Source: an optimization exercise on an open RTL-to-GDS flow (aim: small area). Production flows keep margins and buffers that such runs may drop. Where RTL was checked, it was by simulation tests only, not by an equivalence proof against the original. Power is estimated from default activity; no workload was simulated.

## ubx_navpvt_rx
module ubx_navpvt_rx (
    input  wire         clk,
    input  wire         rst,         
    input  wire         in_valid,
    output wire         in_ready,
    input  wire [7:0]   in_byte,
    input  wire [31:0]  now,
    input  wire         cb_set,
    input  wire         cb_en,
    input  wire         msg_load,    
    input  wire         fix_load,    
    input  wire [31:0]  cnt_data,
    output reg          fix_event,
    output wire [703:0] rec,
    output reg          valid_fix,
    output reg  [31:0]  msg_count,
    output reg  [31:0]  fix_count,
    output wire [31:0]  fix_age
);
Size in the first run: ~3800 cells after synthesis, roughly 1500 flip-flops, ~880 I/O pins, about 0.048 mm² of cells after synthesis.
make LEC_CHECK=0 CAP_MARGIN=20 CORE_MARGIN=2 CORE_UTILIZATION=30 SLEW_MARGIN=20 SYNTH_HIERARCHICAL=1 SYNTH_MINIMUM_KEEP_SIZE=0 finish   # period 8.0 ns
run.sh (not shown) runs the stock make flow with config.mk's settings and CLKGATE_MAP_FILE= SYNTH_SCRIPT=/design/flow/synth_recipe.tcl, a recipe that flattens the netlist after the stock synthesis.
The first run ran to the end with no violations.
Rerun with:
==> flow/flow/run.sh (new file) <==
#!/bin/bash
set -euo pipefail
export BUFFER_PORTS_ARGS="-buffer_cell sky130_fd_sc_hd__buf_1"
export CTS_ARGS="-sink_clustering_enable -repair_clock_nets -dont_use_dummy_load -buf_list sky130_fd_sc_hd__clkbuf_8"
bash standard.sh finish > standard_flow.log 2>&1
==> flow/standard.sh (new file) <==
#!/bin/bash
# synth_recipe.tcl (not shown) runs the flow's synth.tcl, then flattens the netlist and writes it again
# the make line also repeats each setting of config.mk as NAME=value (left out here)
make -C /OpenROAD-flow-scripts/flow DESIGN_CONFIG=/design/flow/config.mk WORK_HOME=/design/flow/orfs CLKGATE_MAP_FILE= SYNTH_SCRIPT=/design/flow/synth_recipe.tcl "${@:-finish}"
--- a/flow/config.mk
+++ b/flow/config.mk
@@ -8,5 +8,5 @@
 export CAP_MARGIN = 20
 export CORE_MARGIN = 2
-export CORE_UTILIZATION = 30
+export CORE_UTILIZATION = 55
 export SLEW_MARGIN = 20
 export SYNTH_HIERARCHICAL = 1
removed: flow/run.sh
What happened: Cell area fell by about a fifth. Combinational power came out lower by about a fifth. Final cell count is lower by about a fifth. Worst hold slack hardly moves.
Function was not checked in any run of this note: the RTL went through the layout flow alone.

---

## amber
Another version of the RTL of ubx_navpvt_rx (not shown whole).
Size: about 3600 cells after synthesis, roughly 1500 flip-flops.
clock: 8.0 ns
lec_check: 0
cap_margin: 20
core_margin: 2
core_utilization: 70
place_density: 0.78
slew_margin: 20
synth_hierarchical: 1
synth_minimum_keep_size: 0
standard.sh (not shown) runs the stock make flow with config.mk's settings and CLKGATE_MAP_FILE= SYNTH_SCRIPT=/design/flow/synth_recipe.tcl, a recipe that flattens the netlist after the stock synthesis.
==> flow/flow/run.sh <==
#!/bin/bash
# Layout flow: the standard ORFS layout (standard.sh) with two changes:
#  - the port buffers that placement puts on every input and output are the
#    smallest buffer cell, sky130_fd_sc_hd__buf_1;
#  - clock tree synthesis uses clkbuf_4 cells, smaller sink clusters than the
#    default and no dummy loads.
set -euo pipefail
export BUFFER_PORTS_ARGS="-buffer_cell sky130_fd_sc_hd__buf_1"
export CTS_ARGS="-sink_clustering_enable -repair_clock_nets -dont_use_dummy_load -buf_list sky130_fd_sc_hd__clkbuf_4 -sink_clustering_size 10 -sink_clustering_max_diameter 40"
bash standard.sh finish > standard_flow.log 2>&1
Relative to amber, the following input files were edited for maple:
- CORE_UTILIZATION: 70 -> 55
- PLACE_DENSITY: 0.78 -> unset
--- a/flow/flow/run.sh
+++ b/flow/flow/run.sh
@@ -5 +5 @@
-#  - clock tree synthesis uses clkbuf_4 cells, smaller sink clusters than the
+#  - clock tree synthesis uses clkbuf_8 cells, smaller sink clusters than the
@@ -9 +9 @@
-export CTS_ARGS="-sink_clustering_enable -repair_clock_nets -dont_use_dummy_load -buf_list sky130_fd_sc_hd__clkbuf_4 -sink_clustering_size 10 -sink_clustering_max_diameter 40"
+export CTS_ARGS="-sink_clustering_enable -repair_clock_nets -dont_use_dummy_load -buf_list sky130_fd_sc_hd__clkbuf_8 -sink_clustering_size 16 -sink_clustering_max_diameter 60"
==> run notes <==
Via count of the first global-routing pass down 1748 in maple wrt amber
amber vs maple, beginning of the critical path: now[11] vs now[14]
Taking amber as the reference, in maple total number of vias down 1446, final-layout non-clock buffer area share shows no meaningful change, count of clock-buffer cells in the layout now sits lower, worst hold slack increased by 0.014 ns relative to the old numbers, share of the clock period used by the worst path up 1.8 points.
Going from amber to maple, total power after layout now larger; y dimension of the die now larger; core occupancy in the finished layout now smaller.
Clock transition at the registers of the reported paths: maple and amber compared, higher one is amber

---

== v6 ==
The RTL this note starts from:
==> flow/design.v <==
module ubx_navpvt_rx (
    input  wire         clk,
    input  wire         rst,         
    input  wire         in_valid,
    output wire         in_ready,
    input  wire [7:0]   in_byte,
    input  wire [31:0]  now,
    input  wire         cb_set,
    input  wire         cb_en,
    input  wire         msg_load,    
    input  wire         fix_load,    
    input  wire [31:0]  cnt_data,
    output reg          fix_event,
    output wire [703:0] rec,
    output reg          valid_fix,
    output reg  [31:0]  msg_count,
    output reg  [31:0]  fix_count,
    output wire [31:0]  fix_age
);
    reg  [6:0]   pos;
    reg  [7:0]   ck_a;
    reg  [7:0]   ck_b;
    reg          ck_a_ok;
    reg  [687:0] wrec;         
    reg  [687:0] crec;         
    reg          committed;    
    reg  [31:0]  last_fix_ts;
    reg          hook_en;
    assign in_ready = 1'b1;
    assign rec = {crec, 5'd0, {3{committed}}, 7'd0, committed};
    wire in_body   = (pos >= 7'd4) && (pos <= 7'd89);
    wire shift     = in_valid && in_body;
    wire do_ckb    = in_valid && (pos == 7'd91);
    wire do_commit = do_ckb && ck_a_ok && (ck_b == in_byte);
    wire [7:0] w_fixtype = wrec[8*22 +: 8];    
    wire w_is_fix  = (w_fixtype != 8'd0) && (w_fixtype != 8'd5);
    wire do_fix    = do_commit && w_is_fix;
    wire [7:0] ck_a_next = ck_a + in_byte;
    always @(posedge clk) begin
        if (rst) begin
            pos <= 7'd0;
        end else if (in_valid) begin
            case (pos)
                7'd0: pos <= (in_byte == 8'hB5) ? 7'd1 : 7'd0;
                7'd1: pos <= (in_byte == 8'h62) ? 7'd2 : 7'd0;
                7'd2: pos <= (in_byte == 8'h01) ? 7'd3 : 7'd0;
                7'd3: pos <= (in_byte == 8'h07) ? 7'd4 : 7'd0;
                7'd91: pos <= 7'd0;
                default: pos <= pos + 7'd1;
            endcase
        end
    end
    always @(posedge clk) begin
        if (pos <= 7'd3) begin
            ck_a <= 8'h08;
            ck_b <= 8'h09;
        end else if (shift) begin
            ck_a <= ck_a_next;
            ck_b <= ck_b + ck_a_next;
        end
        if (in_valid && pos == 7'd90)
            ck_a_ok <= (ck_a == in_byte);
    end
    wire w_s1 = shift;                       
    wire w_s0 = ~shift;                      
    wire c_s1 = do_commit & ~rst;            
    wire c_s0 = ~do_commit & ~rst;           
    wire t_s1 = do_fix & ~rst;               
    wire t_s0 = ~do_fix & ~rst;              
    wire m_s1 = msg_load & ~rst;             
    wire m_s0 = ~msg_load & ~rst;            
    wire f_s1 = fix_load & ~rst;             
    wire f_s0 = ~fix_load & ~rst;            
    wire [32:0] m_all1;
    wire [32:0] f_all1;
    assign m_all1[0] = 1'b1;
    assign f_all1[0] = 1'b1;
    wire [687:0] wrec_d;
    wire [687:0] crec_d;
    wire [31:0]  ts_d;
    wire [31:0]  mc_d;
    wire [31:0]  fc_d;
    genvar g;
    generate
        for (g = 0; g < 688; g = g + 1) begin : g_rec
            ubx_sel2 u_w (.s1(w_s1), .a(g < 680 ? wrec[g+8] : in_byte[g-680]),
                          .s0(w_s0), .b(wrec[g]), .y(wrec_d[g]));
            ubx_sel2 u_c (.s1(c_s1), .a(wrec[g]), .s0(c_s0), .b(crec[g]),
                          .y(crec_d[g]));
        end
        for (g = 0; g < 32; g = g + 1) begin : g_w32
            assign m_all1[g+1] = m_all1[g] & msg_count[g];
            assign f_all1[g+1] = f_all1[g] & fix_count[g];
            ubx_sel2 u_t (.s1(t_s1), .a(now[g]), .s0(t_s0), .b(last_fix_ts[g]),
                          .y(ts_d[g]));
            ubx_sel2 u_m (.s1(m_s1), .a(cnt_data[g]), .s0(m_s0),
                          .b(msg_count[g] ^ (do_commit & m_all1[g])),
                          .y(mc_d[g]));
            ubx_sel2 u_f (.s1(f_s1), .a(cnt_data[g]), .s0(f_s0),
                          .b(fix_count[g] ^ (do_fix & f_all1[g])),
                          .y(fc_d[g]));
        end
    endgenerate
    always @(posedge clk) begin
        wrec        <= wrec_d;
        crec        <= crec_d;
        last_fix_ts <= ts_d;
        msg_count   <= mc_d;
        fix_count   <= fc_d;
    end
    always @(posedge clk) begin
        if (rst) begin
            committed   <= 1'b0;
            valid_fix   <= 1'b0;
            hook_en     <= 1'b0;
            fix_event   <= 1'b0;
        end else begin
            fix_event <= do_fix && hook_en;
            if (do_ckb)
                valid_fix <= do_fix;
            if (do_commit)
                committed <= 1'b1;
            if (cb_set)
                hook_en <= cb_en;
        end
    end
    assign fix_age = now - last_fix_ts;
endmodule
module ubx_sel2 (
    input  wire s1,
    input  wire a,
    input  wire s0,
    input  wire b,
    output wire y
);
    assign y = (s1 & a) | (s0 & b);
endmodule
clock: 8.0 ns
lec_check: 0
cap_margin: 20
core_margin: 2
core_utilization: 70
place_density: 0.78
slew_margin: 20
synth_hierarchical: 1
synth_minimum_keep_size: 0
==> flow/flow/run.sh <==
#!/bin/bash
# Layout flow: the standard ORFS layout (standard.sh) with two changes:
#  - the port buffers that placement puts on every input and output are the
#    smallest buffer cell, sky130_fd_sc_hd__buf_1;
#  - clock tree synthesis uses clkbuf_8 cells, smaller sink clusters than the
#    default and no dummy loads.
set -euo pipefail
export BUFFER_PORTS_ARGS="-buffer_cell sky130_fd_sc_hd__buf_1"
export CTS_ARGS="-sink_clustering_enable -repair_clock_nets -dont_use_dummy_load -buf_list sky130_fd_sc_hd__clkbuf_8 -sink_clustering_size 16 -sink_clustering_max_diameter 60"
bash standard.sh finish > standard_flow.log 2>&1
v6 completed; timing, DRC and antenna clean
> inputs changed (v6 -> v7)
Settings: CORE_UTILIZATION now 82, was 70; PLACE_DENSITY now 0.9, was 0.78.
==> flow/flow/run.sh <==
#!/bin/bash
# Layout flow: the standard ORFS layout (standard.sh) with two changes:
#  - the port buffers that placement puts on every input and output are the
#    smallest buffer cell, sky130_fd_sc_hd__buf_1;
#  - clock tree synthesis uses clkbuf_4 cells, smaller sink clusters than the
#    default and no dummy loads.
set -euo pipefail
export BUFFER_PORTS_ARGS="-buffer_cell sky130_fd_sc_hd__buf_1"
export CTS_ARGS="-sink_clustering_enable -repair_clock_nets -dont_use_dummy_load -buf_list sky130_fd_sc_hd__clkbuf_4 -sink_clustering_size 10 -sink_clustering_max_diameter 40"
bash standard.sh finish > standard_flow.log 2>&1
## What came out
- The log for v7 ends in I/O pin placement with error PPL-0024, so the run never completed.
- Comparing v6 and v7, the lower die height is on v7.
- Average cell area after synthesis came out exactly the same in v6 and v7.
- Summary of v7 over v6: synthesized cell count now sits at about the same level, die width now sits lower, cell row count now sits lower, xor/xnor share of the synthesized area now sits at about the same level.
- Effective utilization at floorplan for v7: 13 points up relative to v6
- Between v7 and v6, the fraction of the mapped netlist area in compound gates figures differ only marginally.
- As far as number of enable flip-flop cells after synthesis goes, v6 and v7 are indistinguishable; the numbers are identical.
- Simple-gate portion of the synthesized area: v6 vs v7 — no meaningful difference

re-timing with driven ports:
No port has a modelled driver above. Below, the same layouts with a new extraction and two added sets of constraints. Step 1: set_driving_cell puts a clkbuf_16 on clk and a buf_2 on each other input, an assumption about the parent block. Step 2 adds t to the input delays and takes it off the output delays; t is the mean of the earliest and latest rising clock arrival at the registers after step 1. Input paths then give back, and output paths get back, about the clock's delay inside the block. a / b / c = ideal / step 1 / step 2; a / b = the first two.
| run | shift t [ns] | slack for setup (ns) | slew at the worst register clock pin (ns) |
|---|---|---|---|
| the first run of note 1 | 0.833 | 0.736 / 0.714 / 0.714 | 0.07 / 0.07 |
| the second run of note 1 | 0.912 | 1.721 / 1.698 / 1.698 | 0.07 / 0.07 |
| amber | 1.054 | 1.954 / 1.919 / 1.919 | 0.11 / 0.11 |
| maple | 0.788 | 1.808 / 1.788 / 1.788 | 0.10 / 0.10 |
| v6 | 0.788 | 1.934 / 1.898 / 1.898 | 0.10 / 0.10 |
After both steps setup and hold are still met in every run listed. The setup slack of v6, which loses most, moves by -0.036 ns with the drivers and by -0.036 ns with both steps.
